This design comes from an exercise in tuning for small area, a short achievable clock period and few clock cycles per item on the open sky130 flow, not from production work.
Where RTL was checked, it was by simulation tests only, not by an equivalence proof against the original.
Power and IR drop assume default switching activity.

==> run a: inputs <==
Design sio_core, start of the top module:
module sio_core (
    input  wire        clk,
    input  wire        rst,
    input  wire        req_valid,
    output wire        req_ready,
    input  wire        req_evt,
    input  wire [63:0] req_data,
    input  wire        din_valid,
    output wire        din_ready,
    input  wire [7:0]  din,
    output reg         dout_valid,
    output reg  [7:0]  dout,
    output wire        rsp_valid,
    output wire [31:0] rsp,
    output reg         adp_valid,
    output reg  [15:0] adp,
    output wire        mat_req,
    output wire [7:0]  mat_len,
    input  wire [7:0]  mat_addr,
    output wire [7:0]  mat_data,
    input  wire        mat_ack,
    input  wire [31:0] mat_res
);
make LEC_CHECK=0 ABC_CLOCK_PERIOD_IN_PS=6000 CAP_MARGIN=20 CORE_MARGIN=2 CORE_UTILIZATION=40 SETUP_SLACK_MARGIN=4 SLEW_MARGIN=20 finish   # period 10.0 ns
run.sh (not shown) runs the stock make flow with config.mk's settings and CLKGATE_MAP_FILE= SYNTH_SCRIPT=/design/flow/synth_recipe.tcl, a recipe that flattens the netlist after the stock synthesis.
==> run b: changes against run a <==
--- a/flow/design.v
+++ b/flow/design.v
@@ -4,20 +4,20 @@
     input  wire        req_valid,
     output wire        req_ready,
     input  wire        req_evt,
     input  wire [63:0] req_data,
     input  wire        din_valid,
     output wire        din_ready,
     input  wire [7:0]  din,
-    output reg         dout_valid,
-    output reg  [7:0]  dout,
+    output wire        dout_valid,
+    output wire [7:0]  dout,
     output wire        rsp_valid,
     output wire [31:0] rsp,
-    output reg         adp_valid,
-    output reg  [15:0] adp,
+    output wire        adp_valid,
+    output wire [15:0] adp,
     output wire        mat_req,
     output wire [7:0]  mat_len,
     input  wire [7:0]  mat_addr,
     output wire [7:0]  mat_data,
     input  wire        mat_ack,
     input  wire [31:0] mat_res
 );
@@ -360,39 +360,43 @@
     end
     wire ia_wq    = ia_q ? tx_room : rx_room;
     assign din_ready = ia_v ? (ia_st == {K{1'b0}} || ia_wq) : d_isdin;
     wire din_fire = din_valid && din_ready;
     wire ds_wr    = din_fire && (ia_st != {K{1'b0}});
     wire ia_done  = din_fire && (ia_rem == 24'd1);
     wire ia_busy  = ia_v && !ia_done;
+    wire [23:0] ia_src = ia_busy ? ia_rem : (ib_v ? {19'd0, ib_rem} : d_n);
+    wire        ia_dec = din_fire && (ia_busy || !ia_v);
     wire il_go    = go && il;
     wire oa_step  = oa_v && oa_avail && !mat_req;
     wire oa_done  = oa_step && (oa_cnt == 5'd1);
     wire oa_busy  = oa_v && !oa_done;
     wire ol_go    = go && ol;
     wire req_fire = req_valid && req_ready;
     wire deq      = rsp_valid;
     assign req_ready = !d_valid || fin;
     assign mat_len   = {3'd0, q_occ};
     assign mat_data  = pa_byte;
+    assign dout      = pa_byte;
+    assign dout_valid = oa_step;
+    assign adp       = o_adp_w;
+    assign adp_valid = go && o_adp;
     assign rsp_valid = (f_cnt != 0) && !(ia_v && ia_slot == f_head) && !(oa_v && oa_slot == f_head);
     assign rsp       = {f_mem[f_head][5], 26'd0, f_mem[f_head][4:0]};
     wire         ev_wr = go && ev_we;
     wire         rx_we = ev_wr || (ds_wr && !ia_q);
     wire [K-1:0] rx_wa = ev_wr ? rx_end[K-1:0] : rx_wp[K-1:0];
     wire [7:0]   rx_wd = ev_wr ? d_byte : din;
     wire         tx_we = (ds_wr && ia_q) || i_wr;
     always @(posedge clk) begin
         if (rx_we) rxq_mem[rx_wa] <= rx_wd;
         if (tx_we) txq_mem[tx_wp[K-1:0]] <= din;
         if (enq)   f_mem[f_tail] <= {enq_f, enq_v};
     end
     always @(posedge clk) begin
-        dout <= pa_byte;
-        if (go && o_adp) adp <= o_adp_w;
         if (req_fire) begin
             d_evt    <= req_evt;
             d_occ    <= !req_evt && c_occ;
             d_cap    <= !req_evt && c_cap;
             d_isfull <= !req_evt && c_isfull;
             d_push   <= !req_evt && c_push;
             d_peek   <= !req_evt && c_peek;
@@ -415,23 +419,21 @@
             d_nzero  <= i_n0;
             d_none   <= (req_data[39:16] == 24'd1);
             d_off    <= req_data[44:40];
             d_obig   <= (req_data[63:45] != 19'd0);
             d_byte   <= i_byte;
         end
         if (go) d_rv <= n_rv;
+        ia_rem <= ia_src - ia_dec;
         if (ia_busy) begin
-            if (din_fire) begin
-                ia_rem <= ia_rem - 1'b1;
-                if (ds_wr) ia_st <= ia_st - 1'b1;
-            end
+            if (ds_wr) ia_st <= ia_st - 1'b1;
         end else if (ib_v) begin
-            ia_q <= ib_q; ia_rem <= {19'd0, ib_rem}; ia_st <= ib_st; ia_slot <= ib_slot;
+            ia_q <= ib_q; ia_st <= ib_st; ia_slot <= ib_slot;
         end else begin
-            ia_q <= qs; ia_rem <= d_n - i_fire; ia_st <= il_st; ia_slot <= f_tail;
+            ia_q <= qs; ia_st <= il_st; ia_slot <= f_tail;
         end
         if (il_go) begin
             ib_q <= qs; ib_rem <= d_n[K-1:0]; ib_st <= il_st; ib_slot <= f_tail;
         end
         if (oa_busy) begin
             if (oa_step) begin
                 oa_ptr <= oa_ptr + 1'b1;
@@ -464,22 +466,18 @@
             tx_end      <= {P{1'b0}};
             tx_wp       <= {P{1'b0}};
             status      <= ST_IDLE;
             rx_enabled  <= 1'b0;
             tx_enabled  <= 1'b0;
             fault       <= 1'b0;
             fault_cause <= 5'd0;
-            dout_valid  <= 1'b0;
-            adp_valid   <= 1'b0;
             f_head      <= {FW{1'b0}};
             f_tail      <= {FW{1'b0}};
             f_cnt       <= {(FW+1){1'b0}};
         end else begin
-            dout_valid <= oa_step;
-            adp_valid  <= go && o_adp;
             mat_cool   <= mat_req && mat_ack;
             if (req_fire)      begin d_valid <= 1'b1; d_ph <= P_ISSUE; end
             else if (fin)      begin d_valid <= 1'b0; d_ph <= P_ISSUE; end
             else if (go)       d_ph <= n_ph;
             if (go) begin
                 rx_start    <= n_rx_start;
                 rx_end      <= n_rx_end;
==> flow/config.mk (replaced) <==
export PLATFORM = sky130hd
export DESIGN_NAME = sio_core
export DESIGN_NICKNAME = sio_core
export VERILOG_FILES = /design/flow/design.v
export SDC_FILE = /design/flow/constraint.sdc
export NUM_CORES = 4
export LEC_CHECK = 0
export ABC_CLOCK_PERIOD_IN_PS = 6000
export CAP_MARGIN = 20
export CORE_MARGIN = 2
export CORE_UTILIZATION = 60
export SETUP_SLACK_MARGIN = 4
export SLEW_MARGIN = 20
==> results.txt <==
Routed wire per std cell: run a 24.1 um; run b 27.4 um
TritonRoute pass-1 iters: run a 5; run b 6
Num CTS Buffers: run a 95; run b 86
Initial standard-cell utilization of the core: run a 0.403; run b 0.608
Clock-net power: run a 3490 uW; run b 3320 uW
Run status: run a timing/DRC/antenna clean; run b timing/DRC/antenna clean
Static power due to leakage: run a 0.0201 uW; run b 0.0182 uW
Final core area utilization: run a 0.488; run b 0.721
Worst setup path startpoint: run a d_write; run b mat_addr[0]
Endpoint, Worst Hold: run a rx_enabled; run b ia_rem[6]
Netlist area before placement: run a 0.0452 mm2; run b 0.0436 mm2
Core area: run a 0.112 mm2; run b 0.0717 mm2
Internal Dissipation: run a 6530 uW; run b 6540 uW
Testbench counts of run a, summed over its fixed seeds: cycles 5,870, txns 3,200.
Function not checked in run b: the RTL went through the layout flow alone.

========
==> v25 <==
sio_core, a different RTL version from the one above (not shown whole).
==> flow/config.mk <==
export PLATFORM = sky130hd
export DESIGN_NAME = sio_core
export DESIGN_NICKNAME = sio_core
export VERILOG_FILES = /design/flow/design.v
export SDC_FILE = /design/flow/constraint.sdc
export NUM_CORES = 4
export LEC_CHECK = 0
export ABC_CLOCK_PERIOD_IN_PS = 6000
export CAP_MARGIN = 20
export CORE_MARGIN = 2
export CORE_UTILIZATION = 60
export CTS_CLUSTER_DIAMETER = 100
export CTS_CLUSTER_SIZE = 24
export SETUP_SLACK_MARGIN = 4
export SLEW_MARGIN = 20
==> flow/constraint.sdc <==
create_clock -name core_clock -period 10.0 [get_ports {clk}]
set_input_delay 2.0000 -clock core_clock [delete_from_list [all_inputs] [get_ports {clk}]]
set_output_delay 2.0000 -clock core_clock [all_outputs]
set_load 0.01 [all_outputs]
standard.sh (not shown) runs the stock make flow with config.mk's settings and CLKGATE_MAP_FILE= SYNTH_SCRIPT=/design/flow/synth_recipe.tcl, a recipe that flattens the netlist after the stock synthesis.
==> flow/flow/run.sh <==
#!/bin/bash
# Own layout flow: the standard layout (standard.sh, unchanged synthesis,
# floorplan, power grid, placement, CTS and routing), except that the port
# buffers that global placement inserts on every input and output are
# sky130_fd_sc_hd__buf_2 cells instead of the buffer OpenROAD picks by itself
# (a slow clkdlybuf4s50 delay cell). Every port still gets its buffer.
set -euo pipefail
export BUFFER_PORTS_ARGS="-buffer_cell sky130_fd_sc_hd__buf_2"
bash standard.sh > standard_flow.log 2>&1
==> v1: changes against v25 <==
==> flow/run.sh (new file) <==
#!/bin/bash
# synth_recipe.tcl (not shown) runs the flow's synth.tcl, then flattens the netlist and writes it again
# the make line also repeats each setting of config.mk as NAME=value (left out here)
make -C /OpenROAD-flow-scripts/flow DESIGN_CONFIG=/design/flow/config.mk WORK_HOME=/design/flow/orfs CLKGATE_MAP_FILE= SYNTH_SCRIPT=/design/flow/synth_recipe.tcl finish
- ABC_AREA: unset -> 1
- ABC_CLOCK_PERIOD_IN_PS: 6000 -> unset
- CTS_CLUSTER_DIAMETER: 100 -> unset
- CTS_CLUSTER_SIZE: 24 -> unset
removed: flow/flow/run.sh
removed: flow/standard.sh
==> v30: changes against v25 <==
- ABC_AREA: unset -> 1
- ABC_CLOCK_PERIOD_IN_PS: 6000 -> unset
==> results.txt <==
Status: v30 timing/DRC/antenna clean; v1 timing/DRC/antenna clean; v25 timing/DRC/antenna clean
Total clock network power: v30 1.99 mW; v1 3.30 mW; v25 2.01 mW
Number of violations reported at the end of detailed-routing iteration 0: v30 4992; v1 5106; v25 3378
Portion of the post-synthesis area used by sequential elements: v30 53.0%; v1 53.0%; v25 53.8%
Met3 layer wire length in the routed design: v30 12900 um; v1 14500 um; v25 10100 um
Initial Util: v30 60.7%; v1 60.7%; v25 60.8%
Final HPWL from detailed placement: v30 92000 um; v1 92200 um; v25 87700 um
Overall die height: v30 279 um; v1 279 um; v25 276 um
Number of cells in the finished layout apart from fillers: v30 6096; v1 6221; v25 4566
Count of buffers not belonging to the clock network in the layout: v30 270; v1 310; v25 309
Worst slack at placement: v30 2200 ps; v1 1740 ps; v25 2160 ps
Global-route usage over all layers: v30 35.6%; v1 36.4%; v25 33.5%
Largest net degree at the start of global routing: v30 100; v1 87; v25 68
Setup slack of the worst register-to-register path: v30 4150 ps; v1 4290 ps; v25 3870 ps
Fraction of area in registers: v30 48.3%; v1 45.6%; v25 47.9%
Multi-input combinational cell count: v30 3499; v1 3499; v25 2238
Leak pwr: v30 18.9 nW; v1 20.2 nW; v25 17.7 nW
Tapcell count: v30 969; v1 969; v25 959
Detailed-route wire length on metal 1: v30 55600 um; v1 55800 um; v25 50300 um
Transition time at the pin with the least slew margin: v30 1110 ps; v1 1290 ps; v25 1130 ps
Area occupied by multi-input gates: v30 0.0190 mm2; v1 0.0192 mm2; v25 0.0204 mm2
Post-CTS resize count: v30 133; v1 231; v25 172
Met3 track demand over resource in global routing: v30 4.68%; v1 5.73%; v25 4.66%
Most repeated cell in the gate-level netlist after synthesis: v30 sky130_fd_sc_hd__nand2_1; v1 sky130_fd_sc_hd__nand2_1; v25 sky130_fd_sc_hd__edfxtp_1
Final standard cell utilization of the core: v30 66.6%; v1 70.6%; v25 68.4%
Crit path DAT: v30 4730 ps; v1 4660 ps; v25 4800 ps
Testbench counts of v25, summed over its fixed seeds: cycles 5,525, txns 3,200.
Testbench counts of v1, summed over its fixed seeds: cycles 5,525, txns 3,200.
Testbench counts of v30, summed over its fixed seeds: cycles 5,525, txns 3,200.

-- afterwards: timing with drivers on the ports --
The results above use ideal ports. As a check the final layouts listed here were re-extracted and re-timed, cells and wires unchanged.
Step 1 sets driving cells, clkbuf_16 on the clock port and buf_2 on the other inputs (assumed; they add their load-dependent delay and slew).
Step 2 moves the port delays by t, midway between the first and last clock arrival at a register: inputs arrive t later, outputs are due t later. That takes back most of the time a late clock gives input paths.
Slacks: ideal / step 1 / step 2; pairs: ideal / step 1.
run	t, ns	setup slack, ns	worst setup path after step 2	worst slew at a driven data input, ns
run a	0.741	3.344 / 3.268 / 3.326	input to output	0.08
run b	0.710	3.226 / 3.136 / 3.136	input to output	0.15
v25	0.682	3.201 / 3.167 / 3.167	input to output	0.10
v1	0.706	3.339 / 3.303 / 3.307	input to output	0.05
v30	0.691	3.265 / 3.234 / 3.234	input to output	0.06
After both steps setup and hold are still met in every run listed. For run b, which loses most, drivers alone change the setup slack by -0.090 ns; drivers and shift together by -0.090 ns.
